Source: an optimization exercise on an open RTL-to-GDS flow (aim: small area and a short achievable clock period). Production flows keep margins and buffers that such runs may drop.
Function was checked by simulation only, so behaviour that the tests miss may differ from the original.
The flow treats the clock pin as an ideal source, which a real chip does not have.
Power and IR drop assume default switching activity.

--- flow/flow/clockbuf.tcl ---
# PRE_CTS hook: drive the clock sinks from four clock buffers, one per
# quadrant of the sinks (split at the median x, then each half at its median
# y), each placed at its group's centroid; the clock port feeds only these
# buffers. CTS then runs on the port net alone, finds no tree to build, and
# the CTS step's own timing repair and legalisation follow as usual.
set cell sky130_fd_sc_hd__clkbuf_8
set block [ord::get_db_block]
set master [[ord::get_db] findMaster $cell]
set clk [$block findNet clk]
set sinks {}
foreach it [$clk getITerms] {
  set loc [[$it getInst] getLocation]
  lappend sinks [list [lindex $loc 0] [lindex $loc 1] $it]
}
proc halves {l idx} {
  set l [lsort -integer -index $idx $l]
  set h [expr {[llength $l] / 2}]
  return [list [lrange $l 0 [expr {$h - 1}]] [lrange $l $h end]]
}
set groups {}
foreach half [halves $sinks 0] {
  foreach q [halves $half 1] {
    lappend groups $q
  }
}
set g 0
foreach grp $groups {
  set buf [odb::dbInst_create $block $master clkbuf_root_$g]
  set net [odb::dbNet_create $block clknet_root_$g]
  set xs 0
  set ys 0
  foreach s $grp {
    set xs [expr {$xs + [lindex $s 0]}]
    set ys [expr {$ys + [lindex $s 1]}]
    set it [lindex $s 2]
    $it disconnect
    $it connect $net
  }
  set m [llength $grp]
  [$buf findITerm A] connect $clk
  [$buf findITerm X] connect $net
  $net setSigType CLOCK
  $buf setLocation [expr {$xs / $m}] [expr {$ys / $m}]
  $buf setPlacementStatus PLACED
  puts "clockbuf: buffer $g drives $m clock sinks"
  incr g
}
--- flow/standard.sh ---
#!/bin/bash
# synth_recipe.tcl (not shown) runs the flow's synth.tcl, then flattens the netlist and writes it again
# the make line also repeats each setting of config.mk as NAME=value (left out here)
make -C /OpenROAD-flow-scripts/flow DESIGN_CONFIG=/design/flow/config.mk WORK_HOME=/design/flow/orfs CLKGATE_MAP_FILE= SYNTH_SCRIPT=/design/flow/synth_recipe.tcl "${@:-finish}"
--- flow/flow/run.sh ---
#!/bin/bash
# Standard ORFS layout (the standard.sh) with these changes to how the
# layout is made:
#  - after the standard synthesis, its combinational logic is re-mapped to
#    standard cells with an area-oriented ABC script (flow/remap.ys); the
#    flip-flops stay as the standard synthesis made them;
#  - the port buffers use a small plain buffer instead of the delay buffer
#    the resizer picks by default;
#  - the clock reaches the flip-flops through four clock buffers in
#    parallel, which flow/clockbuf.tcl inserts before CTS, instead of a
#    two-level tree.
# Each tool's output goes to a log file of its own in this folder.
set -euo pipefail
R=$PWD/orfs/results/$FLOW_PLATFORM/gems_quantizer/base
export BUFFER_PORTS_ARGS="-buffer_cell sky130_fd_sc_hd__buf_1"
export CTS_ARGS="-sink_clustering_enable -repair_clock_nets -dont_use_dummy_load -clk_nets clk"
export PRE_CTS_TCL=$PWD/flow/clockbuf.tcl

bash standard.sh $R/1_2_yosys.v > log_std_synth.log 2>&1

mkdir -p remap
LIB=$FLOW_HOME/platforms/$FLOW_PLATFORM/lib/sky130_fd_sc_hd__tt_025C_1v80.lib
cp $LIB remap/full.lib
python3 flow/libsplit.py $LIB remap/map.lib remap/comb.lib > log_libsplit.log 2>&1
cp $R/1_2_yosys.v remap/1_2_yosys.std.v
${YOSYS_EXE:-$FLOW_HOME/../tools/install/yosys/bin/yosys} -s flow/remap.ys > log_remap_yosys.log 2>&1
cp remap/1_2_yosys.v $R/1_2_yosys.v
touch $R/1_2_yosys.v

bash standard.sh > log_std_layout.log 2>&1
--- flow/config.mk ---
export PLATFORM = sky130hd
export DESIGN_NAME = gems_quantizer
export DESIGN_NICKNAME = gems_quantizer
export VERILOG_FILES = /design/flow/design.v
export SDC_FILE = /design/flow/constraint.sdc
export NUM_CORES = 4
export LEC_CHECK = 0
export ABC_AREA = 1
export CAP_MARGIN = 20
export CORE_MARGIN = 2
export CORE_UTILIZATION = 60
export SLEW_MARGIN = 20
--- flow/design.v ---
module gems_quantizer (
    input  wire        clk,
    input  wire        rst,
    input  wire        in_valid,
    input  wire [13:0] fm_raw,
    input  wire [9:0]  psg_div,
    input  wire [6:0]  note_in,
    output reg         out_valid,
    output reg  [6:0]  fm_note,
    output reg  [6:0]  psg_note,
    output reg  [13:0] fm_freq
);
    reg        s1_valid;
    reg [13:0] s1_raw;
    reg [9:0]  s1_div;
    reg [6:0]  s1_note;
    always @(posedge clk) begin
        if (rst)
            s1_valid <= 1'b0;
        else
            s1_valid <= in_valid;
        s1_raw  <= fm_raw;
        s1_div  <= psg_div;
        s1_note <= note_in;
    end
    wire [6:0] fm_note_c;
    wire fm_new_n22, fm_new_n23, fm_new_n24, fm_new_n25, fm_new_n26, fm_new_n27, fm_new_n28, fm_new_n29;
    wire fm_new_n30, fm_new_n31, fm_new_n32, fm_new_n33, fm_new_n34, fm_new_n35, fm_new_n36, fm_new_n37;
    wire fm_new_n38, fm_new_n39, fm_new_n40, fm_new_n41, fm_new_n42, fm_new_n43, fm_new_n44, fm_new_n45;
    wire fm_new_n46, fm_new_n47, fm_new_n48, fm_new_n49, fm_new_n50, fm_new_n51, fm_new_n52, fm_new_n53;
    wire fm_new_n54, fm_new_n55, fm_new_n56, fm_new_n57, fm_new_n58, fm_new_n59, fm_new_n60, fm_new_n61;
    wire fm_new_n62, fm_new_n63, fm_new_n64, fm_new_n65, fm_new_n66, fm_new_n67, fm_new_n68, fm_new_n69;
    wire fm_new_n70, fm_new_n71, fm_new_n72, fm_new_n73, fm_new_n74, fm_new_n75, fm_new_n76, fm_new_n77;
    wire fm_new_n78, fm_new_n79, fm_new_n80, fm_new_n81, fm_new_n82, fm_new_n83, fm_new_n84, fm_new_n85;
    wire fm_new_n86, fm_new_n87, fm_new_n88, fm_new_n89, fm_new_n90, fm_new_n91, fm_new_n92, fm_new_n93;
    wire fm_new_n94, fm_new_n95, fm_new_n96, fm_new_n97, fm_new_n98, fm_new_n99, fm_new_n100, fm_new_n101;
    wire fm_new_n102, fm_new_n103, fm_new_n104, fm_new_n105, fm_new_n106, fm_new_n107, fm_new_n108, fm_new_n109;
    wire fm_new_n110, fm_new_n111, fm_new_n112, fm_new_n113, fm_new_n114, fm_new_n115, fm_new_n116, fm_new_n117;
    wire fm_new_n118, fm_new_n119, fm_new_n120, fm_new_n121, fm_new_n122, fm_new_n123, fm_new_n124, fm_new_n125;
    wire fm_new_n126, fm_new_n127, fm_new_n128, fm_new_n129, fm_new_n130, fm_new_n131, fm_new_n132, fm_new_n133;
    wire fm_new_n134, fm_new_n135, fm_new_n136, fm_new_n137, fm_new_n138, fm_new_n139, fm_new_n140, fm_new_n141;
    wire fm_new_n142, fm_new_n143, fm_new_n144, fm_new_n145, fm_new_n146, fm_new_n147, fm_new_n148, fm_new_n149;
    wire fm_new_n150, fm_new_n151, fm_new_n152, fm_new_n153, fm_new_n154, fm_new_n155, fm_new_n156, fm_new_n157;
    wire fm_new_n158, fm_new_n159, fm_new_n160, fm_new_n161, fm_new_n162, fm_new_n163, fm_new_n164, fm_new_n165;
    wire fm_new_n166, fm_new_n167, fm_new_n168, fm_new_n169, fm_new_n170, fm_new_n171, fm_new_n172, fm_new_n173;
    wire fm_new_n174, fm_new_n175, fm_new_n176, fm_new_n177, fm_new_n178, fm_new_n179, fm_new_n180, fm_new_n181;
    wire fm_new_n182, fm_new_n183, fm_new_n184, fm_new_n185, fm_new_n186, fm_new_n187, fm_new_n188, fm_new_n189;
    wire fm_new_n190, fm_new_n191, fm_new_n192, fm_new_n193, fm_new_n194, fm_new_n195, fm_new_n196, fm_new_n197;
    wire fm_new_n198, fm_new_n199, fm_new_n200, fm_new_n201, fm_new_n202, fm_new_n203, fm_new_n204, fm_new_n205;
    wire fm_new_n206, fm_new_n207, fm_new_n208, fm_new_n209, fm_new_n210, fm_new_n211, fm_new_n212, fm_new_n213;
    wire fm_new_n214, fm_new_n216, fm_new_n217, fm_new_n218, fm_new_n219, fm_new_n220, fm_new_n221, fm_new_n222;
    wire fm_new_n223, fm_new_n224, fm_new_n225, fm_new_n226, fm_new_n228, fm_new_n229, fm_new_n230, fm_new_n231;
    wire fm_new_n232, fm_new_n233, fm_new_n235, fm_new_n236, fm_new_n237, fm_new_n238, fm_new_n239, fm_new_n240;
    wire fm_new_n241, fm_new_n242, fm_new_n243, fm_new_n244, fm_new_n246, fm_new_n247, fm_new_n248, fm_new_n249;
    wire fm_new_n250, fm_new_n251, fm_new_n252, fm_new_n253, fm_new_n255, fm_new_n256, fm_new_n258;
    assign fm_new_n22 = ~s1_raw[5] & ~s1_raw[6];
    assign fm_new_n23 = ~s1_raw[3] & ~s1_raw[4];
    assign fm_new_n24 = fm_new_n22 & fm_new_n23;
    assign fm_new_n25 = s1_raw[13] & ~fm_new_n24;
    assign fm_new_n26 = ~s1_raw[8] & ~s1_raw[10];
    assign fm_new_n27 = ~s1_raw[7] & ~s1_raw[9];
    assign fm_new_n28 = fm_new_n26 & fm_new_n27;
    assign fm_new_n29 = ~fm_new_n25 & fm_new_n28;
    assign fm_new_n30 = ~s1_raw[13] & fm_new_n24;
    assign fm_new_n31 = ~s1_raw[9] & ~s1_raw[10];
    assign fm_new_n32 = fm_new_n22 & ~fm_new_n23;
    assign fm_new_n33 = ~s1_raw[7] & ~s1_raw[8];
    assign fm_new_n34 = ~fm_new_n32 & fm_new_n33;
    assign fm_new_n35 = fm_new_n31 & ~fm_new_n34;
    assign fm_new_n36 = ~s1_raw[12] & fm_new_n35;
    assign fm_new_n37 = s1_raw[2] & ~s1_raw[3];
    assign fm_new_n38 = ~s1_raw[4] & ~fm_new_n37;
    assign fm_new_n39 = ~s1_raw[5] & ~fm_new_n38;
    assign fm_new_n40 = ~s1_raw[6] & ~fm_new_n39;
    assign fm_new_n41 = ~s1_raw[7] & ~fm_new_n40;
    assign fm_new_n42 = fm_new_n26 & ~fm_new_n41;
    assign fm_new_n43 = s1_raw[9] & ~s1_raw[10];
    assign fm_new_n44 = ~fm_new_n42 & ~fm_new_n43;
    assign fm_new_n45 = ~s1_raw[11] & ~fm_new_n44;
    assign fm_new_n46 = s1_raw[12] & ~fm_new_n35;
    assign fm_new_n47 = ~fm_new_n36 & ~fm_new_n46;
    assign fm_new_n48 = fm_new_n45 & fm_new_n47;
    assign fm_new_n49 = ~fm_new_n36 & ~fm_new_n48;
    assign fm_new_n50 = ~fm_new_n30 & fm_new_n49;
    assign fm_new_n51 = fm_new_n29 & ~fm_new_n50;
    assign fm_new_n52 = s1_raw[1] & fm_new_n24;
    assign fm_new_n53 = s1_raw[5] & ~fm_new_n35;
    assign fm_new_n54 = s1_raw[3] & fm_new_n35;
    assign fm_new_n55 = ~fm_new_n53 & ~fm_new_n54;
    assign fm_new_n56 = fm_new_n44 & ~fm_new_n55;
    assign fm_new_n57 = s1_raw[4] & ~fm_new_n35;
    assign fm_new_n58 = s1_raw[2] & fm_new_n35;
    assign fm_new_n59 = ~fm_new_n57 & ~fm_new_n58;
    assign fm_new_n60 = ~fm_new_n44 & ~fm_new_n59;
    assign fm_new_n61 = ~fm_new_n56 & ~fm_new_n60;
    assign fm_new_n62 = ~fm_new_n52 & fm_new_n61;
    assign fm_new_n63 = ~s1_raw[8] & ~fm_new_n62;
    assign fm_new_n64 = fm_new_n27 & ~fm_new_n63;
    assign fm_new_n65 = ~s1_raw[6] & ~s1_raw[10];
    assign fm_new_n66 = ~fm_new_n43 & ~fm_new_n65;
    assign fm_new_n67 = ~s1_raw[8] & ~fm_new_n27;
    assign fm_new_n68 = ~fm_new_n66 & fm_new_n67;
    assign fm_new_n69 = ~s1_raw[9] & s1_raw[10];
    assign fm_new_n70 = ~fm_new_n68 & ~fm_new_n69;
    assign fm_new_n71 = ~fm_new_n64 & fm_new_n70;
    assign fm_new_n72 = s1_raw[0] & fm_new_n24;
    assign fm_new_n73 = ~fm_new_n35 & ~fm_new_n44;
    assign fm_new_n74 = ~s1_raw[3] & fm_new_n73;
    assign fm_new_n75 = fm_new_n44 & fm_new_n59;
    assign fm_new_n76 = ~s1_raw[1] & fm_new_n35;
    assign fm_new_n77 = ~fm_new_n44 & fm_new_n76;
    assign fm_new_n78 = ~fm_new_n75 & ~fm_new_n77;
    assign fm_new_n79 = ~fm_new_n74 & fm_new_n78;
    assign fm_new_n80 = ~fm_new_n72 & ~fm_new_n79;
    assign fm_new_n81 = fm_new_n28 & ~fm_new_n80;
    assign fm_new_n82 = s1_raw[8] & fm_new_n66;
    assign fm_new_n83 = s1_raw[5] & fm_new_n26;
    assign fm_new_n84 = ~fm_new_n43 & ~fm_new_n83;
    assign fm_new_n85 = s1_raw[7] & ~fm_new_n84;
    assign fm_new_n86 = ~fm_new_n82 & ~fm_new_n85;
    assign fm_new_n87 = ~fm_new_n81 & fm_new_n86;
    assign fm_new_n88 = s1_raw[2] & fm_new_n73;
    assign fm_new_n89 = ~fm_new_n35 & fm_new_n44;
    assign fm_new_n90 = s1_raw[3] & fm_new_n89;
    assign fm_new_n91 = ~s1_raw[0] & fm_new_n42;
    assign fm_new_n92 = ~s1_raw[1] & ~fm_new_n42;
    assign fm_new_n93 = ~fm_new_n91 & ~fm_new_n92;
    assign fm_new_n94 = fm_new_n35 & fm_new_n93;
    assign fm_new_n95 = ~fm_new_n90 & ~fm_new_n94;
    assign fm_new_n96 = ~fm_new_n88 & fm_new_n95;
    assign fm_new_n97 = s1_raw[2] & fm_new_n89;
    assign fm_new_n98 = s1_raw[1] & fm_new_n73;
    assign fm_new_n99 = fm_new_n35 & ~fm_new_n42;
    assign fm_new_n100 = s1_raw[0] & fm_new_n99;
    assign fm_new_n101 = ~fm_new_n98 & ~fm_new_n100;
    assign fm_new_n102 = ~fm_new_n97 & fm_new_n101;
    assign fm_new_n103 = ~fm_new_n28 & ~fm_new_n102;
    assign fm_new_n104 = s1_raw[0] & s1_raw[1];
    assign fm_new_n105 = fm_new_n44 & fm_new_n104;
    assign fm_new_n106 = ~fm_new_n103 & ~fm_new_n105;
    assign fm_new_n107 = fm_new_n96 & fm_new_n106;
    assign fm_new_n108 = ~fm_new_n28 & ~fm_new_n107;
    assign fm_new_n109 = ~fm_new_n28 & fm_new_n79;
    assign fm_new_n110 = s1_raw[0] & s1_raw[6];
    assign fm_new_n111 = fm_new_n28 & fm_new_n110;
    assign fm_new_n112 = ~fm_new_n109 & ~fm_new_n111;
    assign fm_new_n113 = ~fm_new_n108 & fm_new_n112;
    assign fm_new_n114 = fm_new_n28 & fm_new_n102;
    assign fm_new_n115 = s1_raw[6] & fm_new_n89;
    assign fm_new_n116 = ~fm_new_n44 & ~fm_new_n55;
    assign fm_new_n117 = s1_raw[4] & fm_new_n99;
    assign fm_new_n118 = ~fm_new_n116 & ~fm_new_n117;
    assign fm_new_n119 = ~fm_new_n115 & fm_new_n118;
    assign fm_new_n120 = ~fm_new_n114 & ~fm_new_n119;
    assign fm_new_n121 = fm_new_n28 & ~fm_new_n96;
    assign fm_new_n122 = ~s1_raw[7] & s1_raw[10];
    assign fm_new_n123 = ~fm_new_n31 & ~fm_new_n65;
    assign fm_new_n124 = ~fm_new_n122 & fm_new_n123;
    assign fm_new_n125 = ~s1_raw[4] & fm_new_n42;
    assign fm_new_n126 = ~s1_raw[5] & ~fm_new_n42;
    assign fm_new_n127 = fm_new_n35 & ~fm_new_n126;
    assign fm_new_n128 = ~fm_new_n125 & fm_new_n127;
    assign fm_new_n129 = ~fm_new_n124 & ~fm_new_n128;
    assign fm_new_n130 = ~fm_new_n121 & fm_new_n129;
    assign fm_new_n131 = ~fm_new_n28 & ~fm_new_n61;
    assign fm_new_n132 = ~fm_new_n22 & fm_new_n28;
    assign fm_new_n133 = fm_new_n93 & fm_new_n132;
    assign fm_new_n134 = ~fm_new_n131 & ~fm_new_n133;
    assign fm_new_n135 = ~fm_new_n130 & ~fm_new_n134;
    assign fm_new_n136 = fm_new_n120 & fm_new_n135;
    assign fm_new_n137 = ~fm_new_n113 & fm_new_n136;
    assign fm_new_n138 = fm_new_n87 & ~fm_new_n137;
    assign fm_new_n139 = ~fm_new_n71 & fm_new_n138;
    assign fm_new_n140 = s1_raw[11] & fm_new_n44;
    assign fm_new_n141 = ~fm_new_n45 & ~fm_new_n140;
    assign fm_new_n142 = ~fm_new_n45 & ~fm_new_n47;
    assign fm_new_n143 = ~fm_new_n48 & ~fm_new_n142;
    assign fm_new_n144 = ~fm_new_n141 & ~fm_new_n143;
    assign fm_new_n145 = ~fm_new_n139 & fm_new_n144;
    assign fm_new_n146 = ~fm_new_n51 & fm_new_n145;
    assign fm_new_n147 = s1_raw[13] & ~fm_new_n28;
    assign fm_new_n148 = ~fm_new_n49 & ~fm_new_n147;
    assign fm_new_n149 = ~fm_new_n29 & ~fm_new_n148;
    assign fm_new_n150 = ~fm_new_n146 & ~fm_new_n149;
    assign fm_new_n151 = fm_new_n49 & fm_new_n147;
    assign fm_new_n152 = fm_new_n145 & fm_new_n151;
    assign fm_new_n153 = ~s1_raw[0] & ~s1_raw[1];
    assign fm_new_n154 = ~fm_new_n35 & ~fm_new_n153;
    assign fm_new_n155 = fm_new_n102 & ~fm_new_n154;
    assign fm_new_n156 = fm_new_n112 & fm_new_n155;
    assign fm_new_n157 = ~fm_new_n28 & ~fm_new_n96;
    assign fm_new_n158 = fm_new_n112 & ~fm_new_n157;
    assign fm_new_n159 = ~fm_new_n134 & ~fm_new_n158;
    assign fm_new_n160 = ~fm_new_n156 & fm_new_n159;
    assign fm_new_n161 = fm_new_n87 & ~fm_new_n120;
    assign fm_new_n162 = fm_new_n130 & fm_new_n161;
    assign fm_new_n163 = ~fm_new_n160 & fm_new_n162;
    assign fm_new_n164 = fm_new_n71 & ~fm_new_n163;
    assign fm_new_n165 = fm_new_n120 & fm_new_n160;
    assign fm_new_n166 = ~fm_new_n96 & ~fm_new_n112;
    assign fm_new_n167 = s1_raw[9] & fm_new_n104;
    assign fm_new_n168 = s1_raw[2] & s1_raw[10];
    assign fm_new_n169 = ~fm_new_n153 & fm_new_n168;
    assign fm_new_n170 = ~fm_new_n167 & ~fm_new_n169;
    assign fm_new_n171 = fm_new_n166 & ~fm_new_n170;
    assign fm_new_n172 = fm_new_n165 & fm_new_n171;
    assign fm_new_n173 = fm_new_n130 & ~fm_new_n172;
    assign fm_new_n174 = ~fm_new_n87 & fm_new_n120;
    assign fm_new_n175 = s1_raw[1] & s1_raw[2];
    assign fm_new_n176 = ~fm_new_n91 & fm_new_n175;
    assign fm_new_n177 = ~fm_new_n79 & ~fm_new_n176;
    assign fm_new_n178 = ~fm_new_n87 & ~fm_new_n177;
    assign fm_new_n179 = fm_new_n160 & fm_new_n178;
    assign fm_new_n180 = ~fm_new_n174 & ~fm_new_n179;
    assign fm_new_n181 = fm_new_n173 & ~fm_new_n180;
    assign fm_new_n182 = ~fm_new_n130 & fm_new_n174;
    assign fm_new_n183 = fm_new_n96 & fm_new_n155;
    assign fm_new_n184 = fm_new_n109 & ~fm_new_n183;
    assign fm_new_n185 = fm_new_n134 & ~fm_new_n184;
    assign fm_new_n186 = fm_new_n182 & ~fm_new_n185;
    assign fm_new_n187 = ~fm_new_n181 & ~fm_new_n186;
    assign fm_new_n188 = ~fm_new_n106 & fm_new_n166;
    assign fm_new_n189 = fm_new_n134 & ~fm_new_n188;
    assign fm_new_n190 = fm_new_n120 & ~fm_new_n189;
    assign fm_new_n191 = fm_new_n130 & ~fm_new_n190;
    assign fm_new_n192 = fm_new_n187 & ~fm_new_n191;
    assign fm_new_n193 = ~fm_new_n164 & ~fm_new_n192;
    assign fm_new_n194 = fm_new_n113 & fm_new_n134;
    assign fm_new_n195 = fm_new_n182 & ~fm_new_n194;
    assign fm_new_n196 = fm_new_n134 & fm_new_n161;
    assign fm_new_n197 = ~s1_raw[10] & fm_new_n104;
    assign fm_new_n198 = ~fm_new_n175 & ~fm_new_n197;
    assign fm_new_n199 = fm_new_n158 & fm_new_n198;
    assign fm_new_n200 = fm_new_n196 & fm_new_n199;
    assign fm_new_n201 = fm_new_n79 & ~fm_new_n107;
    assign fm_new_n202 = fm_new_n134 & ~fm_new_n201;
    assign fm_new_n203 = fm_new_n174 & ~fm_new_n202;
    assign fm_new_n204 = ~fm_new_n130 & ~fm_new_n165;
    assign fm_new_n205 = ~fm_new_n203 & ~fm_new_n204;
    assign fm_new_n206 = ~fm_new_n200 & ~fm_new_n205;
    assign fm_new_n207 = ~fm_new_n195 & fm_new_n206;
    assign fm_new_n208 = ~fm_new_n193 & ~fm_new_n207;
    assign fm_new_n209 = ~fm_new_n171 & fm_new_n196;
    assign fm_new_n210 = fm_new_n138 & ~fm_new_n209;
    assign fm_new_n211 = ~fm_new_n71 & ~fm_new_n210;
    assign fm_new_n212 = fm_new_n187 & fm_new_n211;
    assign fm_new_n213 = ~fm_new_n208 & ~fm_new_n212;
    assign fm_new_n214 = ~fm_new_n152 & ~fm_new_n213;
    assign fm_note_c[0] = ~fm_new_n150 & ~fm_new_n214;
    assign fm_new_n216 = ~fm_new_n87 & ~fm_new_n173;
    assign fm_new_n217 = ~fm_new_n71 & ~fm_new_n216;
    assign fm_new_n218 = fm_new_n71 & fm_new_n195;
    assign fm_new_n219 = ~fm_new_n130 & fm_new_n165;
    assign fm_new_n220 = fm_new_n87 & ~fm_new_n219;
    assign fm_new_n221 = ~fm_new_n218 & ~fm_new_n220;
    assign fm_new_n222 = ~fm_new_n163 & ~fm_new_n221;
    assign fm_new_n223 = ~fm_new_n217 & ~fm_new_n222;
    assign fm_new_n224 = fm_new_n139 & ~fm_new_n191;
    assign fm_new_n225 = ~fm_new_n223 & ~fm_new_n224;
    assign fm_new_n226 = ~fm_new_n150 & ~fm_new_n225;
    assign fm_note_c[1] = fm_new_n152 | fm_new_n226;
    assign fm_new_n228 = fm_new_n164 & ~fm_new_n195;
    assign fm_new_n229 = ~fm_new_n139 & ~fm_new_n228;
    assign fm_new_n230 = fm_new_n141 & ~fm_new_n229;
    assign fm_new_n231 = ~fm_new_n141 & fm_new_n229;
    assign fm_new_n232 = ~fm_new_n230 & ~fm_new_n231;
    assign fm_new_n233 = ~fm_new_n150 & fm_new_n232;
    assign fm_note_c[2] = fm_new_n152 | fm_new_n233;
    assign fm_new_n235 = ~fm_new_n45 & fm_new_n229;
    assign fm_new_n236 = ~fm_new_n140 & ~fm_new_n229;
    assign fm_new_n237 = ~fm_new_n235 & ~fm_new_n236;
    assign fm_new_n238 = fm_new_n47 & ~fm_new_n164;
    assign fm_new_n239 = ~fm_new_n47 & fm_new_n164;
    assign fm_new_n240 = ~fm_new_n238 & ~fm_new_n239;
    assign fm_new_n241 = ~fm_new_n237 & fm_new_n240;
    assign fm_new_n242 = fm_new_n237 & ~fm_new_n240;
    assign fm_new_n243 = ~fm_new_n150 & ~fm_new_n242;
    assign fm_new_n244 = ~fm_new_n241 & fm_new_n243;
    assign fm_note_c[3] = fm_new_n152 | fm_new_n244;
    assign fm_new_n246 = ~fm_new_n141 & fm_new_n218;
    assign fm_new_n247 = fm_new_n143 & ~fm_new_n246;
    assign fm_new_n248 = fm_new_n141 & ~fm_new_n164;
    assign fm_new_n249 = fm_new_n247 & ~fm_new_n248;
    assign fm_new_n250 = fm_new_n151 & ~fm_new_n249;
    assign fm_new_n251 = ~fm_new_n145 & ~fm_new_n249;
    assign fm_new_n252 = fm_new_n149 & ~fm_new_n151;
    assign fm_new_n253 = ~fm_new_n251 & fm_new_n252;
    assign fm_note_c[4] = fm_new_n250 | fm_new_n253;
    assign fm_new_n255 = ~fm_new_n151 & fm_new_n247;
    assign fm_new_n256 = fm_new_n47 & fm_new_n248;
    assign fm_note_c[6] = fm_new_n151 & ~fm_new_n256;
    assign fm_new_n258 = fm_new_n149 & ~fm_note_c[6];
    assign fm_note_c[5] = ~fm_new_n255 & fm_new_n258;
    wire [5:0] ps_k;
    wire ps_new_n17, ps_new_n18, ps_new_n19, ps_new_n20, ps_new_n21, ps_new_n22, ps_new_n23, ps_new_n24;
    wire ps_new_n25, ps_new_n26, ps_new_n27, ps_new_n28, ps_new_n29, ps_new_n30, ps_new_n31, ps_new_n32;
    wire ps_new_n33, ps_new_n34, ps_new_n35, ps_new_n36, ps_new_n37, ps_new_n38, ps_new_n39, ps_new_n40;
    wire ps_new_n41, ps_new_n42, ps_new_n43, ps_new_n44, ps_new_n45, ps_new_n46, ps_new_n47, ps_new_n48;
    wire ps_new_n49, ps_new_n50, ps_new_n51, ps_new_n52, ps_new_n53, ps_new_n54, ps_new_n55, ps_new_n56;
    wire ps_new_n57, ps_new_n58, ps_new_n59, ps_new_n60, ps_new_n61, ps_new_n62, ps_new_n63, ps_new_n64;
    wire ps_new_n65, ps_new_n66, ps_new_n67, ps_new_n68, ps_new_n69, ps_new_n70, ps_new_n71, ps_new_n72;
    wire ps_new_n73, ps_new_n74, ps_new_n75, ps_new_n76, ps_new_n77, ps_new_n78, ps_new_n79, ps_new_n80;
    wire ps_new_n81, ps_new_n82, ps_new_n83, ps_new_n84, ps_new_n85, ps_new_n86, ps_new_n87, ps_new_n88;
    wire ps_new_n89, ps_new_n90, ps_new_n91, ps_new_n93, ps_new_n94, ps_new_n95, ps_new_n96, ps_new_n97;
    wire ps_new_n98, ps_new_n99, ps_new_n100, ps_new_n101, ps_new_n102, ps_new_n103, ps_new_n104, ps_new_n105;
    wire ps_new_n106, ps_new_n107, ps_new_n108, ps_new_n109, ps_new_n110, ps_new_n111, ps_new_n112, ps_new_n113;
    wire ps_new_n114, ps_new_n115, ps_new_n116, ps_new_n117, ps_new_n118, ps_new_n119, ps_new_n120, ps_new_n121;
    wire ps_new_n122, ps_new_n123, ps_new_n124, ps_new_n125, ps_new_n126, ps_new_n127, ps_new_n128, ps_new_n129;
    wire ps_new_n130, ps_new_n131, ps_new_n132, ps_new_n133, ps_new_n134, ps_new_n135, ps_new_n136, ps_new_n137;
    wire ps_new_n138, ps_new_n139, ps_new_n140, ps_new_n141, ps_new_n142, ps_new_n143, ps_new_n144, ps_new_n145;
    wire ps_new_n146, ps_new_n147, ps_new_n148, ps_new_n149, ps_new_n150, ps_new_n151, ps_new_n152, ps_new_n153;
    wire ps_new_n154, ps_new_n155, ps_new_n156, ps_new_n157, ps_new_n158, ps_new_n159, ps_new_n160, ps_new_n161;
    wire ps_new_n162, ps_new_n163, ps_new_n164, ps_new_n165, ps_new_n166, ps_new_n167, ps_new_n168, ps_new_n169;
    wire ps_new_n170, ps_new_n171, ps_new_n172, ps_new_n173, ps_new_n174, ps_new_n175, ps_new_n176, ps_new_n177;
    wire ps_new_n178, ps_new_n179, ps_new_n180, ps_new_n181, ps_new_n182, ps_new_n183, ps_new_n184, ps_new_n185;
    wire ps_new_n186, ps_new_n187, ps_new_n188, ps_new_n189, ps_new_n190, ps_new_n191, ps_new_n192, ps_new_n193;
    wire ps_new_n194, ps_new_n195, ps_new_n196, ps_new_n197, ps_new_n198, ps_new_n199, ps_new_n200, ps_new_n201;
    wire ps_new_n202, ps_new_n203, ps_new_n204, ps_new_n205, ps_new_n206, ps_new_n207, ps_new_n208, ps_new_n209;
    wire ps_new_n210, ps_new_n211, ps_new_n213, ps_new_n214, ps_new_n215, ps_new_n216, ps_new_n217, ps_new_n218;
    wire ps_new_n219, ps_new_n220, ps_new_n221, ps_new_n222, ps_new_n223, ps_new_n224, ps_new_n225, ps_new_n226;
    wire ps_new_n227, ps_new_n228, ps_new_n229, ps_new_n230, ps_new_n231, ps_new_n232, ps_new_n233, ps_new_n234;
    wire ps_new_n235, ps_new_n236, ps_new_n237, ps_new_n238, ps_new_n239, ps_new_n240, ps_new_n241, ps_new_n242;
    wire ps_new_n243, ps_new_n244, ps_new_n246, ps_new_n247, ps_new_n248, ps_new_n249, ps_new_n250, ps_new_n251;
    wire ps_new_n252, ps_new_n253, ps_new_n254, ps_new_n256, ps_new_n257, ps_new_n258, ps_new_n259, ps_new_n260;
    wire ps_new_n261, ps_new_n263, ps_new_n264;
    assign ps_new_n17 = s1_div[8] & s1_div[9];
    assign ps_new_n18 = ~s1_div[5] & ~s1_div[6];
    assign ps_new_n19 = ps_new_n17 & ~ps_new_n18;
    assign ps_new_n20 = ~s1_div[2] & ~s1_div[3];
    assign ps_new_n21 = ~s1_div[0] & ~s1_div[1];
    assign ps_new_n22 = ps_new_n20 & ~ps_new_n21;
    assign ps_new_n23 = s1_div[4] & ~ps_new_n20;
    assign ps_new_n24 = ~ps_new_n22 & ~ps_new_n23;
    assign ps_new_n25 = s1_div[1] & s1_div[2];
    assign ps_new_n26 = ~s1_div[3] & ~s1_div[4];
    assign ps_new_n27 = ~ps_new_n25 & ps_new_n26;
    assign ps_new_n28 = s1_div[8] & ~ps_new_n27;
    assign ps_new_n29 = ~ps_new_n24 & ps_new_n28;
    assign ps_new_n30 = s1_div[9] & ps_new_n29;
    assign ps_new_n31 = ~ps_new_n19 & ~ps_new_n30;
    assign ps_new_n32 = s1_div[5] & s1_div[6];
    assign ps_new_n33 = s1_div[3] & ps_new_n25;
    assign ps_new_n34 = ~s1_div[4] & ~ps_new_n33;
    assign ps_new_n35 = ps_new_n32 & ~ps_new_n34;
    assign ps_new_n36 = s1_div[2] & s1_div[3];
    assign ps_new_n37 = ~ps_new_n20 & ~ps_new_n36;
    assign ps_new_n38 = ps_new_n35 & ~ps_new_n37;
    assign ps_new_n39 = s1_div[3] & s1_div[4];
    assign ps_new_n40 = ~s1_div[1] & ps_new_n20;
    assign ps_new_n41 = s1_div[5] & ps_new_n40;
    assign ps_new_n42 = ~ps_new_n39 & ~ps_new_n41;
    assign ps_new_n43 = s1_div[6] & ~ps_new_n42;
    assign ps_new_n44 = ~ps_new_n35 & ~ps_new_n43;
    assign ps_new_n45 = s1_div[4] & ps_new_n36;
    assign ps_new_n46 = ~s1_div[5] & ~ps_new_n45;
    assign ps_new_n47 = ~ps_new_n21 & ~ps_new_n46;
    assign ps_new_n48 = s1_div[5] & ps_new_n45;
    assign ps_new_n49 = s1_div[1] & ps_new_n48;
    assign ps_new_n50 = ~s1_div[6] & ~ps_new_n49;
    assign ps_new_n51 = ps_new_n47 & ~ps_new_n50;
    assign ps_new_n52 = s1_div[4] & s1_div[5];
    assign ps_new_n53 = ~s1_div[3] & ps_new_n21;
    assign ps_new_n54 = s1_div[0] & s1_div[1];
    assign ps_new_n55 = s1_div[2] & ~ps_new_n54;
    assign ps_new_n56 = ~ps_new_n53 & ~ps_new_n55;
    assign ps_new_n57 = ps_new_n52 & ~ps_new_n56;
    assign ps_new_n58 = s1_div[3] & ps_new_n54;
    assign ps_new_n59 = s1_div[5] & ps_new_n58;
    assign ps_new_n60 = ~s1_div[4] & ~ps_new_n36;
    assign ps_new_n61 = ~ps_new_n45 & ~ps_new_n60;
    assign ps_new_n62 = ~ps_new_n54 & ~ps_new_n61;
    assign ps_new_n63 = ~ps_new_n59 & ~ps_new_n62;
    assign ps_new_n64 = ps_new_n47 & ~ps_new_n63;
    assign ps_new_n65 = ~ps_new_n57 & ~ps_new_n64;
    assign ps_new_n66 = ~ps_new_n20 & ~ps_new_n53;
    assign ps_new_n67 = ~s1_div[5] & s1_div[6];
    assign ps_new_n68 = ~s1_div[4] & ps_new_n67;
    assign ps_new_n69 = ~ps_new_n66 & ps_new_n68;
    assign ps_new_n70 = ~s1_div[1] & ~s1_div[2];
    assign ps_new_n71 = s1_div[3] & ~ps_new_n70;
    assign ps_new_n72 = ~ps_new_n25 & ps_new_n71;
    assign ps_new_n73 = ~s1_div[4] & ~ps_new_n72;
    assign ps_new_n74 = ~s1_div[0] & ps_new_n20;
    assign ps_new_n75 = ~ps_new_n73 & ~ps_new_n74;
    assign ps_new_n76 = ~ps_new_n69 & ~ps_new_n75;
    assign ps_new_n77 = s1_div[6] & ~ps_new_n40;
    assign ps_new_n78 = ~ps_new_n76 & ps_new_n77;
    assign ps_new_n79 = ps_new_n65 & ~ps_new_n78;
    assign ps_new_n80 = ~ps_new_n51 & ~ps_new_n79;
    assign ps_new_n81 = ~ps_new_n44 & ~ps_new_n80;
    assign ps_new_n82 = s1_div[3] & ps_new_n32;
    assign ps_new_n83 = ps_new_n44 & ps_new_n80;
    assign ps_new_n84 = ~ps_new_n82 & ~ps_new_n83;
    assign ps_new_n85 = ~ps_new_n81 & ps_new_n84;
    assign ps_new_n86 = ~ps_new_n38 & ~ps_new_n85;
    assign ps_new_n87 = s1_div[2] & ps_new_n59;
    assign ps_new_n88 = ~ps_new_n52 & ~ps_new_n87;
    assign ps_new_n89 = ~s1_div[6] & ps_new_n88;
    assign ps_new_n90 = s1_div[7] & ~ps_new_n89;
    assign ps_new_n91 = ~s1_div[8] & ~s1_div[9];
    assign ps_k[5] = ~ps_new_n90 & ps_new_n91;
    assign ps_new_n93 = ps_new_n20 & ~ps_new_n54;
    assign ps_new_n94 = s1_div[7] & ~ps_new_n93;
    assign ps_new_n95 = ps_k[5] & ~ps_new_n94;
    assign ps_new_n96 = ~ps_new_n86 & ps_new_n95;
    assign ps_new_n97 = ~s1_div[2] & ps_new_n21;
    assign ps_new_n98 = s1_div[3] & ~ps_new_n97;
    assign ps_new_n99 = ps_new_n32 & ~ps_new_n98;
    assign ps_new_n100 = ~ps_new_n20 & ps_new_n67;
    assign ps_new_n101 = ~ps_new_n99 & ~ps_new_n100;
    assign ps_new_n102 = s1_div[7] & ~ps_new_n101;
    assign ps_new_n103 = ~s1_div[4] & ps_new_n102;
    assign ps_new_n104 = ps_new_n52 & ps_new_n98;
    assign ps_new_n105 = ~s1_div[6] & ~ps_new_n104;
    assign ps_new_n106 = s1_div[4] & ~ps_new_n36;
    assign ps_new_n107 = s1_div[5] & ps_new_n66;
    assign ps_new_n108 = ~ps_new_n106 & ~ps_new_n107;
    assign ps_new_n109 = ~s1_div[7] & ~ps_new_n35;
    assign ps_new_n110 = s1_div[2] & ps_new_n54;
    assign ps_new_n111 = ~s1_div[3] & ~ps_new_n110;
    assign ps_new_n112 = s1_div[4] & ~ps_new_n111;
    assign ps_new_n113 = ~ps_new_n60 & ~ps_new_n112;
    assign ps_new_n114 = ~ps_new_n93 & ~ps_new_n113;
    assign ps_new_n115 = ~s1_div[6] & ~ps_new_n114;
    assign ps_new_n116 = ps_new_n109 & ~ps_new_n115;
    assign ps_new_n117 = ~s1_div[7] & ~ps_new_n116;
    assign ps_new_n118 = ~ps_new_n58 & ps_new_n60;
    assign ps_new_n119 = s1_div[7] & ~ps_new_n118;
    assign ps_new_n120 = ~s1_div[5] & ~ps_new_n119;
    assign ps_new_n121 = ~ps_new_n69 & ps_new_n120;
    assign ps_new_n122 = ps_new_n44 & ps_new_n121;
    assign ps_new_n123 = ~ps_new_n117 & ~ps_new_n122;
    assign ps_new_n124 = ps_new_n108 & ps_new_n123;
    assign ps_new_n125 = ps_k[5] & ~ps_new_n124;
    assign ps_new_n126 = ps_new_n105 & ~ps_new_n125;
    assign ps_new_n127 = ~ps_new_n103 & ~ps_new_n126;
    assign ps_new_n128 = ~ps_new_n96 & ps_new_n127;
    assign ps_new_n129 = ~ps_new_n28 & ~ps_new_n128;
    assign ps_new_n130 = ps_new_n29 & ~ps_new_n109;
    assign ps_new_n131 = ps_new_n78 & ps_new_n130;
    assign ps_new_n132 = s1_div[5] & ~s1_div[6];
    assign ps_new_n133 = ~ps_new_n112 & ps_new_n132;
    assign ps_new_n134 = s1_div[4] & ps_new_n66;
    assign ps_new_n135 = ~s1_div[6] & ~s1_div[7];
    assign ps_new_n136 = ps_new_n39 & ps_new_n110;
    assign ps_new_n137 = ps_new_n135 & ~ps_new_n136;
    assign ps_new_n138 = ~s1_div[5] & ps_new_n137;
    assign ps_new_n139 = ~ps_new_n134 & ps_new_n138;
    assign ps_new_n140 = s1_div[8] & ~ps_new_n139;
    assign ps_new_n141 = ~ps_new_n133 & ps_new_n140;
    assign ps_new_n142 = s1_div[7] & s1_div[8];
    assign ps_new_n143 = ~ps_new_n105 & ps_new_n142;
    assign ps_new_n144 = ~s1_div[9] & ~ps_new_n143;
    assign ps_new_n145 = s1_div[6] & s1_div[7];
    assign ps_new_n146 = ~ps_new_n46 & ps_new_n145;
    assign ps_new_n147 = ps_new_n112 & ps_new_n146;
    assign ps_new_n148 = ps_new_n144 & ~ps_new_n147;
    assign ps_new_n149 = ~ps_new_n141 & ps_new_n148;
    assign ps_new_n150 = ~ps_new_n131 & ~ps_new_n149;
    assign ps_new_n151 = ~ps_new_n129 & ~ps_new_n150;
    assign ps_new_n152 = ~ps_new_n130 & ~ps_new_n142;
    assign ps_new_n153 = s1_div[9] & ~ps_new_n152;
    assign ps_new_n154 = ~s1_div[5] & ps_new_n21;
    assign ps_new_n155 = ps_new_n146 & ~ps_new_n154;
    assign ps_new_n156 = ps_new_n153 & ~ps_new_n155;
    assign ps_new_n157 = ps_new_n25 & ps_new_n39;
    assign ps_new_n158 = ps_new_n67 & ~ps_new_n157;
    assign ps_new_n159 = ~ps_new_n52 & ~ps_new_n158;
    assign ps_new_n160 = ps_new_n116 & ~ps_new_n159;
    assign ps_new_n161 = ps_new_n140 & ~ps_new_n160;
    assign ps_new_n162 = ~s1_div[5] & ps_new_n66;
    assign ps_new_n163 = ps_new_n34 & ps_new_n162;
    assign ps_new_n164 = ps_new_n44 & ~ps_new_n163;
    assign ps_new_n165 = ~s1_div[7] & ~ps_new_n48;
    assign ps_new_n166 = ~ps_new_n164 & ps_new_n165;
    assign ps_new_n167 = ps_new_n46 & ps_new_n119;
    assign ps_new_n168 = ps_new_n55 & ~ps_new_n72;
    assign ps_new_n169 = ~ps_new_n22 & ~ps_new_n168;
    assign ps_new_n170 = ps_new_n52 & ~ps_new_n169;
    assign ps_new_n171 = ~s1_div[2] & ps_new_n54;
    assign ps_new_n172 = s1_div[5] & ~ps_new_n55;
    assign ps_new_n173 = ~ps_new_n171 & ps_new_n172;
    assign ps_new_n174 = ~s1_div[3] & ~ps_new_n173;
    assign ps_new_n175 = ps_new_n60 & ~ps_new_n174;
    assign ps_new_n176 = ps_new_n137 & ~ps_new_n175;
    assign ps_new_n177 = ~ps_new_n170 & ps_new_n176;
    assign ps_new_n178 = ~ps_new_n167 & ~ps_new_n177;
    assign ps_new_n179 = ~ps_new_n166 & ps_new_n178;
    assign ps_new_n180 = ~ps_k[5] & ~ps_new_n102;
    assign ps_new_n181 = ps_new_n179 & ps_new_n180;
    assign ps_new_n182 = ps_k[5] & ~ps_new_n179;
    assign ps_new_n183 = ~ps_new_n146 & ~ps_new_n182;
    assign ps_new_n184 = ~ps_new_n181 & ps_new_n183;
    assign ps_new_n185 = ~ps_new_n108 & ps_new_n147;
    assign ps_new_n186 = ~s1_div[8] & ~ps_new_n185;
    assign ps_new_n187 = ~ps_new_n184 & ps_new_n186;
    assign ps_new_n188 = ~ps_new_n161 & ~ps_new_n187;
    assign ps_new_n189 = ~s1_div[4] & ~ps_new_n98;
    assign ps_new_n190 = ~s1_div[5] & ps_new_n189;
    assign ps_new_n191 = ps_new_n105 & ps_new_n142;
    assign ps_new_n192 = ~ps_new_n190 & ps_new_n191;
    assign ps_new_n193 = ps_new_n35 & ps_new_n142;
    assign ps_new_n194 = ~s1_div[9] & ~ps_new_n193;
    assign ps_new_n195 = ~ps_new_n192 & ps_new_n194;
    assign ps_new_n196 = ~ps_new_n188 & ps_new_n195;
    assign ps_new_n197 = s1_div[7] & s1_div[9];
    assign ps_new_n198 = ~ps_new_n65 & ps_new_n104;
    assign ps_new_n199 = ~s1_div[6] & ~ps_new_n198;
    assign ps_new_n200 = ps_new_n197 & ~ps_new_n199;
    assign ps_new_n201 = ~ps_new_n17 & ~ps_new_n200;
    assign ps_new_n202 = s1_div[5] & ~ps_new_n118;
    assign ps_new_n203 = ps_new_n135 & ~ps_new_n202;
    assign ps_new_n204 = s1_div[9] & ~ps_new_n203;
    assign ps_new_n205 = s1_div[6] & ~s1_div[7];
    assign ps_new_n206 = ps_new_n88 & ps_new_n205;
    assign ps_new_n207 = ~ps_new_n135 & ~ps_new_n206;
    assign ps_new_n208 = ps_new_n204 & ~ps_new_n207;
    assign ps_new_n209 = ps_new_n201 & ~ps_new_n208;
    assign ps_new_n210 = ~ps_new_n196 & ps_new_n209;
    assign ps_new_n211 = ps_new_n31 & ~ps_new_n210;
    assign ps_k[1] = ps_new_n156 | ps_new_n211;
    assign ps_new_n213 = ~s1_div[6] & ~ps_new_n52;
    assign ps_new_n214 = ~ps_new_n32 & ~ps_new_n213;
    assign ps_new_n215 = ps_k[1] & ps_new_n214;
    assign ps_new_n216 = ~s1_div[5] & ~ps_new_n189;
    assign ps_new_n217 = ps_new_n142 & ~ps_new_n216;
    assign ps_new_n218 = ~s1_div[4] & ~ps_new_n71;
    assign ps_new_n219 = s1_div[8] & ps_new_n67;
    assign ps_new_n220 = ~ps_new_n218 & ps_new_n219;
    assign ps_new_n221 = ~ps_new_n217 & ~ps_new_n220;
    assign ps_new_n222 = ~ps_new_n215 & ~ps_new_n221;
    assign ps_new_n223 = ~ps_new_n151 & ~ps_new_n222;
    assign ps_new_n224 = ~s1_div[5] & ps_new_n60;
    assign ps_new_n225 = ~ps_new_n194 & ~ps_new_n224;
    assign ps_new_n226 = ~s1_div[5] & ~ps_new_n23;
    assign ps_new_n227 = s1_div[7] & ~ps_new_n226;
    assign ps_new_n228 = ps_new_n199 & ps_new_n227;
    assign ps_new_n229 = ps_new_n204 & ~ps_new_n206;
    assign ps_new_n230 = ~ps_new_n228 & ps_new_n229;
    assign ps_new_n231 = ps_new_n225 & ~ps_new_n230;
    assign ps_new_n232 = ps_new_n223 & ps_new_n231;
    assign ps_new_n233 = ~ps_new_n223 & ~ps_new_n225;
    assign ps_new_n234 = ps_new_n32 & ps_new_n197;
    assign ps_new_n235 = ~ps_new_n108 & ps_new_n234;
    assign ps_new_n236 = ~ps_new_n17 & ~ps_new_n235;
    assign ps_new_n237 = ~ps_new_n233 & ps_new_n236;
    assign ps_new_n238 = ~ps_new_n232 & ps_new_n237;
    assign ps_new_n239 = ps_new_n31 & ~ps_new_n238;
    assign ps_new_n240 = ps_new_n19 & ~ps_new_n137;
    assign ps_new_n241 = ~ps_new_n239 & ~ps_new_n240;
    assign ps_new_n242 = ps_new_n66 & ~ps_new_n230;
    assign ps_new_n243 = ps_new_n153 & ~ps_new_n242;
    assign ps_new_n244 = ~ps_new_n215 & ps_new_n243;
    assign ps_k[0] = ps_new_n241 | ps_new_n244;
    assign ps_new_n246 = ps_k[5] & ps_new_n123;
    assign ps_new_n247 = ~s1_div[8] & ~ps_new_n146;
    assign ps_new_n248 = ~ps_new_n246 & ps_new_n247;
    assign ps_new_n249 = ~ps_new_n135 & ~ps_new_n160;
    assign ps_new_n250 = ps_new_n140 & ~ps_new_n249;
    assign ps_new_n251 = ps_new_n144 & ~ps_new_n250;
    assign ps_new_n252 = ~ps_new_n248 & ps_new_n251;
    assign ps_new_n253 = ~ps_new_n204 & ~ps_new_n252;
    assign ps_new_n254 = ps_new_n201 & ~ps_new_n253;
    assign ps_k[2] = ~ps_new_n153 & ~ps_new_n254;
    assign ps_new_n256 = ~ps_new_n60 & ps_new_n132;
    assign ps_new_n257 = ~ps_new_n69 & ~ps_new_n256;
    assign ps_new_n258 = ps_new_n109 & ps_new_n257;
    assign ps_new_n259 = ps_k[5] & ~ps_new_n258;
    assign ps_new_n260 = ~ps_new_n140 & ~ps_new_n259;
    assign ps_new_n261 = ps_new_n144 & ~ps_new_n260;
    assign ps_k[3] = ps_new_n201 & ~ps_new_n261;
    assign ps_new_n263 = ~ps_new_n69 & ~ps_new_n135;
    assign ps_new_n264 = ps_k[5] & ps_new_n263;
    assign ps_k[4] = ps_new_n144 & ~ps_new_n264;
    wire [13:0] fm_freq_c;
    wire ff_new_n22, ff_new_n23, ff_new_n24, ff_new_n26, ff_new_n27, ff_new_n28, ff_new_n29, ff_new_n30;
    wire ff_new_n31, ff_new_n32, ff_new_n34, ff_new_n35, ff_new_n36, ff_new_n37, ff_new_n38, ff_new_n39;
    wire ff_new_n41, ff_new_n42, ff_new_n43, ff_new_n44, ff_new_n45, ff_new_n46, ff_new_n47, ff_new_n48;
    wire ff_new_n49, ff_new_n50, ff_new_n51, ff_new_n53, ff_new_n58, ff_new_n59, ff_new_n60, ff_new_n62;
    wire ff_new_n63, ff_new_n65, ff_new_n66, ff_new_n68;
    assign ff_new_n22 = s1_note[6] & ~s1_note[5];
    assign ff_new_n23 = ~s1_note[6] & s1_note[5];
    assign ff_new_n24 = s1_note[4] & ff_new_n23;
    assign fm_freq_c[13] = ff_new_n22 | ff_new_n24;
    assign ff_new_n26 = ~s1_note[4] & ff_new_n23;
    assign ff_new_n27 = s1_note[4] & ff_new_n22;
    assign ff_new_n28 = ~ff_new_n26 & ~ff_new_n27;
    assign ff_new_n29 = ~s1_note[4] & ff_new_n22;
    assign ff_new_n30 = s1_note[4] & ~fm_freq_c[13];
    assign ff_new_n31 = ~ff_new_n29 & ~ff_new_n30;
    assign ff_new_n32 = s1_note[3] & ~ff_new_n31;
    assign fm_freq_c[12] = ~ff_new_n28 | ff_new_n32;
    assign ff_new_n34 = s1_note[3] & ~ff_new_n28;
    assign ff_new_n35 = ~s1_note[3] & ~ff_new_n31;
    assign ff_new_n36 = ~ff_new_n34 & ~ff_new_n35;
    assign ff_new_n37 = ~s1_note[3] & ff_new_n28;
    assign ff_new_n38 = ff_new_n31 & ~ff_new_n37;
    assign ff_new_n39 = s1_note[2] & ff_new_n38;
    assign fm_freq_c[11] = ~ff_new_n36 | ff_new_n39;
    assign ff_new_n41 = ~ff_new_n34 & ff_new_n38;
    assign ff_new_n42 = ~s1_note[2] & ~ff_new_n41;
    assign ff_new_n43 = s1_note[2] & ff_new_n36;
    assign ff_new_n44 = ~ff_new_n42 & ~ff_new_n43;
    assign ff_new_n45 = ~ff_new_n39 & ~ff_new_n42;
    assign ff_new_n46 = ff_new_n36 & ~ff_new_n45;
    assign ff_new_n47 = s1_note[0] & ~ff_new_n46;
    assign ff_new_n48 = ~ff_new_n44 & ~ff_new_n46;
    assign ff_new_n49 = ~s1_note[0] & ~ff_new_n48;
    assign ff_new_n50 = s1_note[1] & ~ff_new_n49;
    assign ff_new_n51 = ~s1_note[1] & ff_new_n49;
    assign fm_freq_c[2] = ff_new_n50 | ff_new_n51;
    assign ff_new_n53 = ~s1_note[0] & ~fm_freq_c[2];
    assign fm_freq_c[0] = ff_new_n47 | ff_new_n53;
    assign fm_freq_c[10] = ff_new_n44 & fm_freq_c[0];
    assign fm_freq_c[8] = ~ff_new_n46 & ~fm_freq_c[10];
    assign fm_freq_c[7] = ff_new_n46 | fm_freq_c[2];
    assign ff_new_n58 = ~s1_note[1] & ff_new_n47;
    assign ff_new_n59 = s1_note[1] & ff_new_n46;
    assign ff_new_n60 = ~ff_new_n44 & ~ff_new_n59;
    assign fm_freq_c[4] = ff_new_n58 | ~ff_new_n60;
    assign ff_new_n62 = ~ff_new_n47 & fm_freq_c[4];
    assign ff_new_n63 = s1_note[0] & ff_new_n48;
    assign fm_freq_c[6] = ff_new_n62 | ff_new_n63;
    assign ff_new_n65 = ~s1_note[0] & ff_new_n46;
    assign ff_new_n66 = ff_new_n48 & ~ff_new_n53;
    assign fm_freq_c[5] = ~ff_new_n65 & ~ff_new_n66;
    assign ff_new_n68 = ff_new_n47 & ~fm_freq_c[4];
    assign fm_freq_c[3] = ~ff_new_n65 & ~ff_new_n68;
    assign fm_freq_c[1] = ff_new_n59 | fm_freq_c[3];
    assign fm_freq_c[9] = ~fm_freq_c[10];
    always @(posedge clk) begin
        if (rst)
            out_valid <= 1'b0;
        else
            out_valid <= s1_valid;
        fm_note  <= fm_note_c;
        psg_note <= {ps_k[5], ~ps_k[5], ps_k[4:0]};
        fm_freq  <= fm_freq_c;
    end
endmodule
--- flow/flow/remap.ys ---
# Re-map the combinational logic of the standard synthesis netlist with an
# area-oriented ABC script. The flip-flops (cells of the liberty read with
# -lib) are kept as they are, with their names and cell types; the other
# cells are read as their logic function and flattened.
read_liberty -lib remap/full.lib
read_liberty -overwrite remap/comb.lib
read_verilog remap/1_2_yosys.std.v
hierarchy -top gems_quantizer
rename -hide gems_quantizer/c:* gems_quantizer/t:*__df* %d
flatten
opt
abc -liberty remap/map.lib -script flow/remap.abc
splitnets
opt_clean -purge
hilomap -singleton -hicell sky130_fd_sc_hd__conb_1 HI -locell sky130_fd_sc_hd__conb_1 LO
insbuf -buf sky130_fd_sc_hd__buf_4 A X
tee -o remap/stat.txt stat -liberty remap/full.lib
write_verilog -noattr -noexpr -nohex -nodec remap/1_2_yosys.v
design -reset
read_liberty -lib remap/full.lib
read_verilog remap/1_2_yosys.v
hierarchy -top gems_quantizer
check -assert -mapped
--- flow/flow/libsplit.py ---
#!/usr/bin/env python3
"""Split the platform liberty file for the re-mapping step.

usage: libsplit.py LIB OUT_MAP OUT_COMB
OUT_MAP : the library without the platform's don't-use cells (lpflow, probe),
          which ABC maps to.
OUT_COMB: only the combinational cells of OUT_MAP, which Yosys reads as logic
          so that the standard synthesis netlist can be flattened back to gates.
"""
import re, sys

src = open(sys.argv[1]).read()
pat = re.compile(r'\n\s*cell\s*\(\s*"?([A-Za-z0-9_]+)"?\s*\)\s*\{')
head = None
idx = 0
keep, comb = [], []
while True:
    m = pat.search(src, idx)
    if not m:
        tail = src[idx:]
        break
    if head is None:
        head = src[:m.start()]
    j = m.end()
    depth = 1
    while depth:
        c = src[j]
        if c == '{':
            depth += 1
        elif c == '}':
            depth -= 1
        j += 1
    name = m.group(1)
    body = src[m.start():j]
    idx = j
    if 'lpflow' in name or 'probe' in name:
        continue
    keep.append(body)
    if not re.search(r'\b(ff|latch|statetable)\s*\(', body):
        comb.append(body)
open(sys.argv[2], 'w').write(head + ''.join(keep) + tail)
open(sys.argv[3], 'w').write(head + ''.join(comb) + '\n}\n')
--- flow/constraint.sdc ---
create_clock -name core_clock -period 25.0 [get_ports {clk}]
set_input_delay 5.0000 -clock core_clock [delete_from_list [all_inputs] [get_ports {clk}]]
set_output_delay 5.0000 -clock core_clock [all_outputs]
set_load 0.01 [all_outputs]
--- flow/flow/remap.abc ---
strash
dc2
dch -f
amap
topo
==> results.json <==
{
  "drt_iter0_markers": 304,
  "crit_fanout": 1,
  "crit_type": "register to primary output",
  "path_cells": "buf_1",
  "min-delay-start": "s1_valid",
  "rsz0062_at_grt": "false",
  "cellPowerDensity_nw_per_um2": 64.1,
  "setup_tns_ns": 0,
  "finalHoldViolCount": 0,
  "drive_gt1_share_pct": 1.40,
  "switchingPower_uw": 70.3,
  "finalCriticalPeriod_ns": 5.90,
  "hold_depth": 1,
  "reg2reg_from": "s1_raw[6]",
  "viasPerCell": 5.92,
  "ff2ff_path_depth": 18,
  "wire_per_inst_um": 14.1,
  "synth.cell_area_sq_um": 3050,
  "seq_power_share_pct": 50.6,
  "cts_setup_buffers": 0,
  "synthCells": 430,
  "die_w_um": 75.3,
  "leakage_uw": 0.00124,
  "ioPinCount": 63,
  "grt_max_degree": 17,
  "min_to": "out_valid",
  "clock_latency_ns": 0.41,
  "slew_headroom_pct": 44.7,
  "p_int_uw": 151,
  "grtUsageTotal_pct": 29.1,
  "drt_pass1_iterations": 6,
  "ant_nets": 0,
  "placed_cells": 559,
  "slew_viol_final": 0,
  "antenna_found_initial": 0,
  "final_common_cell": "nor2_1",
  "fin_crit_sh_pct": 23.6,
  "avgSynthCellArea_sq_um": 7.09,
  "finalSetupViolations": 0,
  "row_count": 25,
  "layout.nets": 535,
  "grt_pass1_wl_mm": 12.8,
  "r2r-end": "fm_note[3]",
  "crit_family": "flip-flops",
  "die_h_um": 75.3,
  "cts_tree": "done",
  "core_sq_um": 4820,
  "fillers": 413,
  "max_freq_ghz": 0.170,
  "cts.clk_slew.worst_paths_ns": 0.09,
  "die_area_sq_um": 5660,
  "maxCapViolations": 0,
  "post-route-drc-count": 0,
  "max_stage_delay_ns": 0.34,
  "area.growth.synth_to_final_pct": 13.6,
  "diodes": 0,
  "worstPathRequired_ns": 20.00,
  "critical_path.slowest_cell": "dfxtp_1",
  "vias": 3349,
  "port_buffers": 62,
  "grt_pass1_vias": 2968,
  "status": "no timing/DRC/antenna violations",
  "cts_buffers": 3,
  "endpoint_kind": "primary output",
  "ir_drop_mv": 0.0535,
  "hp-class": "register to register",
  "cts_resized": 0,
  "startpoint_type": "register",
  "cts_hold_buffers": 0,
  "finalNonFillerCells": 566,
  "dp_hpwl_mm": 6.06,
  "path_buf_inv": 1,
  "p_sw_share_pct": 31.7,
  "yosysWarnings": 1,
  "cp.arrival_ns": 0.90,
  "r2r_slack_ns": 20.16,
  "synth.net_count": 464,
  "finClkSkew_ns": 0.0144,
  "final_cell_mix": "nor2_1 (84), clkinv_1 (65), buf_1 (62)",
  "wirelength_mm": 7.96,
  "start_util_pct": 63.2,
  "p_clk_share_pct": 24.6,
  "gp_congestion": 1.01,
  "grt-ovfl-total": 0,
  "worst_pin_slew_ns": 0.824,
  "p_comb_share_pct": 24.8
}
==> sequential cells by signal, summed over array words and instances, names as in the netlist <==
register,cells
fm_note,7
s1_div,10
s1_valid,1
s1_raw,14
out_valid,1
psg_note,7
fm_freq,14
s1_note,7
==> layer usage <==
| metal | vias up | part of all wire, % | track usage, % |
|---|---|---|---|
| li1 | 1653 | - | - |
| met1 | 1454 | 40 | 36.0 |
| met2 | 210 | 48 | 51.0 |
| met3 | 32 | 9.1 | 4.42 |
| met4 | 0 | 3.5 | 11.1 |
| met5 | - | 0 | 0 |
==> power groups by stage <==
stage	logic (uW)	registers (uW)	clock network, uW
after floorplan	34.9	117	0
after global placement	53.2	114	0
after detailed placement	53.5	114	0
after CTS	53.9	112	56.1
after global routing	61.5	113	60.1
final	55.0	112	54.6
==> cell type report, clock buffers not listed <==
| class | count | area [sq um] | area share [%] |
|---|---|---|---|
| sequential | 61 | 1220 | 35.3 |
| inverter | 65 | 244 | 7.05 |
| timing repair buffer | 62 | 233 | 6.73 |
| multi-input combinational | 304 | 1580 | 45.7 |
| buffer | 4 | 55.1 | 1.59 |
| tap | 67 | 83.8 | 2.42 |
==> stage by stage <==
step	power (uW)	util, %	cell area (sq um)	hold WS (ns)	setup WS [ns]
2_1_floorplan	152	-	3050	0.414	19.67
5_1_grt	235	71.8	3460	0.481	19.05
3_3_place_gp	167	69.8	3360	0.434	19.55
4_1_cts	222	71.8	3460	0.460	19.09
3_5_place_dp	168	69.8	3360	0.431	19.54
6_report	222	71.8	3460	0.462	19.10
==> how the worst max path moves through the flow <==
stage / start / end / slack [ns] / cells past startpoint
3_3_place_gp: psg_note[5] / psg_note[5] / 19.55 / 1
5_1_grt: psg_note[3] / psg_note[3] / 19.05 / 1
4_1_cts: fm_freq[11] / fm_freq[11] / 19.09 / 1
6_report: fm_freq[11] / fm_freq[11] / 19.10 / 1
3_5_place_dp: fm_freq[5] / fm_freq[5] / 19.54 / 1
2_1_floorplan: fm_freq[0] / fm_freq[0] / 19.67 / 0

-- afterwards: timing with drivers on the ports --
In the flow no input, the clock included, has a driving cell. The finished layout below was timed again as built, in two steps. Step 1 (the two cells are an assumption about what drives the block):
set clk [get_ports {clk}]
set_driving_cell -lib_cell sky130_fd_sc_hd__clkbuf_16 $clk
set_driving_cell -lib_cell sky130_fd_sc_hd__buf_2 [delete_from_list [all_inputs] $clk]
Step 2 moves the port delays by t, midway between the first and last clock arrival at a register: inputs arrive t later, outputs are due t later. That takes back most of the time a late clock gives input paths. Three values: ideal, step 1, step 2; two values: the first two.
t, ns: 0.429
setup WS [ns]: 19.102 / 19.072 / 19.502
worst setup path at the end: register to output
worst register clock-pin slew, ns: 0.09 / 0.09
pins driven straight from the clock port: 1
After both steps this run still meets setup and hold. For this run, drivers alone change the setup slack by -0.030 ns; drivers and shift together by +0.400 ns.
